From an optimization exercise on the open Yosys and OpenROAD flow, aimed at small area; shortcuts taken in it are not production practice.
The RTL was checked by simulation tests, not by an equivalence proof against the original design.
Power and IR drop assume default switching activity.

## osdp_frame_core
module osdp_frame_core (
    input  wire        clk,
    input  wire        rst,             
    input  wire        rx_valid,
    input  wire [7:0]  rx_data,
    input  wire        rx_error,
    output wire        rx_ready,
    output wire        buf_we,
    output wire [10:0] buf_addr,
    output wire [7:0]  buf_wdata,
    output reg  [7:0]  addr,
    output reg  [15:0] len,
    output reg  [7:0]  ctrl,
    output reg  [7:0]  cmd,
    output reg  [15:0] trailer,
    output wire        crc_mode,
    output reg         valid,
    output wire        poll_ack,
    output wire        frame_ready,
    output wire [2:0]  status,
    output reg         mcause,
    output reg         frame_done,
    output reg         malformed,
    output reg         transport_fault
);
Size in the first run: ~100 I/O pins, ~0.0051 mm2 of cells after synthesis.
clock: 5.0 ns
lec_check: 0
cap_margin: 20
core_margin: 2
core_utilization: 40
slew_margin: 20
standard.sh (not shown) runs the stock make flow with config.mk's settings and CLKGATE_MAP_FILE= SYNTH_SCRIPT=/design/flow/synth_recipe.tcl, a recipe that flattens the netlist after the stock synthesis.
==> flow/flow/run.sh <==
#!/bin/bash
# Standard ORFS layout; the only change is the cell that buffer_ports puts on
# each input and output port (the smallest buffer instead of the default).
set -euo pipefail
export BUFFER_PORTS_ARGS="-buffer_cell sky130_fd_sc_hd__buf_1"
bash standard.sh > standard_flow.log 2>&1
The first run completed with no timing, DRC or antenna violations.
Then changed:
==> flow/run.sh (new file) <==
#!/bin/bash
# synth_recipe.tcl (not shown) runs the flow's synth.tcl, then flattens the netlist and writes it again
# the make line also repeats each setting of config.mk as NAME=value (left out here)
make -C /OpenROAD-flow-scripts/flow DESIGN_CONFIG=/design/flow/config.mk WORK_HOME=/design/flow/orfs CLKGATE_MAP_FILE= SYNTH_SCRIPT=/design/flow/synth_recipe.tcl finish
removed: flow/flow/run.sh
removed: flow/standard.sh
What happened:
- The changed run finished clean
- global-route usage came out higher by 0.10 points
- register-to-register slack degrades by 20 ps
- die area does not change
- flip-flop and latch count does not change
- total power climbs by 3.3%

---

Another version of the RTL of osdp_frame_core (not shown whole).
Size: roughly 410 cells after synthesis, roughly 100 flip-flops, about 4900 µm² of cells after synthesis.
clock: 5.0 ns
lec_check: 0
cap_margin: 20
core_margin: 2
core_utilization: 40
slew_margin: 20
==> flow/flow/run.sh <==
#!/bin/bash
set -euo pipefail
export BUFFER_PORTS_ARGS="-buffer_cell sky130_fd_sc_hd__buf_1"
export CTS_ARGS="-sink_clustering_enable -repair_clock_nets -sink_clustering_size 25 -sink_buffer_max_cap_derate 1.0 -buf_list sky130_fd_sc_hd__clkbuf_8 -dont_use_dummy_load"
export RECOVER_POWER=100
bash standard.sh > standard_flow.log 2>&1
Change:
==> flow/flow/run.sh (replaced) <==
#!/bin/bash
set -euo pipefail
export BUFFER_PORTS_ARGS="-buffer_cell sky130_fd_sc_hd__buf_1"
export CTS_ARGS="-sink_clustering_enable -repair_clock_nets -sink_clustering_size 50 -buf_list sky130_fd_sc_hd__clkbuf_16 -dont_use_dummy_load"
bash standard.sh > standard_flow.log 2>&1
What happened:
- The new run finished with timing, DRC and antenna clean
- non-clock buffer count is unchanged
- clock-buffer cell count stays the same
- combinational power hardly moves
- global-route usage barely changes
- utilization goes up by 1.2 points
- first-iteration DRC count goes down by 0.37%
- clock skew goes down by 0.011 ns
- setup slack gets better by 0.20 ns
- total power goes up by 12%
- die area stays the same
Change:
==> flow/flow/run.sh (replaced) <==
#!/bin/bash
# The standard ORFS layout (standard.sh, standard synthesis unchanged) with
# three layout settings passed through the environment:
#  * buffer_ports puts the smallest buffer (buf_1) on each input and output port;
#  * clock tree built from clkbuf_8 cells, without dummy loads;
#  * after global routing, non-critical cells are downsized (RECOVER_POWER).
# The whole make run's output is kept in standard_flow.log; ORFS keeps each
# step's log under orfs/logs/.
set -euo pipefail
export BUFFER_PORTS_ARGS="-buffer_cell sky130_fd_sc_hd__buf_1"
export CTS_ARGS="-sink_clustering_enable -repair_clock_nets -sink_clustering_size 25 -buf_list sky130_fd_sc_hd__clkbuf_8 -dont_use_dummy_load"
export RECOVER_POWER=100
bash standard.sh > standard_flow.log 2>&1
ABC_AREA = 1   (was not set)
The changed run completed without violations; global-route usage rises by 1.5 points; design area falls slightly; sequential cell count is unchanged; sequential power is about the same; routed wire length rises by a few percent; via count rises by roughly a tenth; count of clock-buffer cells in the layout stays the same.

---

osdp_frame_core again, from the RTL that the note above started with.
==> flow/design.v (excerpt) <==
module osdp_frame_core (
    input  wire        clk,
    input  wire        rst,             
    input  wire        rx_valid,
    input  wire [7:0]  rx_data,
    input  wire        rx_error,
    output wire        rx_ready,
    output wire        buf_we,
    output wire [10:0] buf_addr,
    output wire [7:0]  buf_wdata,
    output reg  [7:0]  addr,
    output reg  [15:0] len,
    output reg  [7:0]  ctrl,
    output reg  [7:0]  cmd,
    output reg  [15:0] trailer,
    output wire        crc_mode,
    output reg         valid,
    output wire        poll_ack,
    output wire        frame_ready,
    output wire [2:0]  status,
    output reg         mcause,
    output reg         frame_done,
    output reg         malformed,
    output reg         transport_fault
);
Settings: LEC_CHECK=0, CAP_MARGIN=20, CORE_MARGIN=2, CORE_UTILIZATION=40, SLEW_MARGIN=20; clock period 5.0 ns.
==> flow/flow/run.sh <==
#!/bin/bash
set -euo pipefail
export BUFFER_PORTS_ARGS="-buffer_cell sky130_fd_sc_hd__buf_1"
export CTS_ARGS="-repair_clock_nets -buf_list sky130_fd_sc_hd__clkbuf_8 -dont_use_dummy_load"
export RECOVER_POWER=100
bash standard.sh > standard_flow.log 2>&1
Change:
--- a/flow/flow/run.sh
+++ b/flow/flow/run.sh
@@ -4 +4 @@
-export CTS_ARGS="-repair_clock_nets -buf_list sky130_fd_sc_hd__clkbuf_8 -dont_use_dummy_load"
+export CTS_ARGS="-sink_clustering_enable -repair_clock_nets -sink_clustering_size 50 -sink_clustering_max_diameter 200 -buf_list sky130_fd_sc_hd__clkbuf_8 -dont_use_dummy_load"
=>
- cell area does not change
- clock-buffer cell count is unchanged
- worst hold slack stays the same
- flip-flop and latch count does not change
- power stays the same
- combinational power barely changes

separate check: timing with driven ports:
Ports are ideal in the flow. The routed layouts listed here were re-timed in OpenROAD. Step 1 sets driving cells, clkbuf_16 on the clock port and buf_2 on the other inputs (assumed; they add their load-dependent delay and slew). Step 2 moves the port delays by t, midway between the first and last clock arrival at a register: inputs arrive t later, outputs are due t later. That takes back most of the time a late clock gives input paths. Three values: no drivers, after step 1, after step 2; two values: the first two.
| run | t (ns) | setup WS [ns] | worst slew at a driven data input, ns |
|---|---|---|---|
| the first run of note 1 | 0.391 | 1.180 / 1.180 / 1.180 | 0.04 |
| the second run of note 1 | 0.380 | 0.984 / 0.957 / 0.957 | 0.05 |
| the first run of note 2 | 0.386 | 1.097 / 1.094 / 0.726 | 0.03 |
| the second run of note 2 | 0.375 | 1.297 / 1.297 / 1.297 | 0.03 |
| the third run of note 2 | 0.409 | 0.989 / 0.966 / 0.706 | 0.03 |
| the first run of note 3 | 0.386 | 1.097 / 1.094 / 0.726 | 0.03 |
| the second run of note 3 | 0.386 | 1.097 / 1.094 / 0.726 | 0.03 |
After both steps every run listed still meets setup and hold.
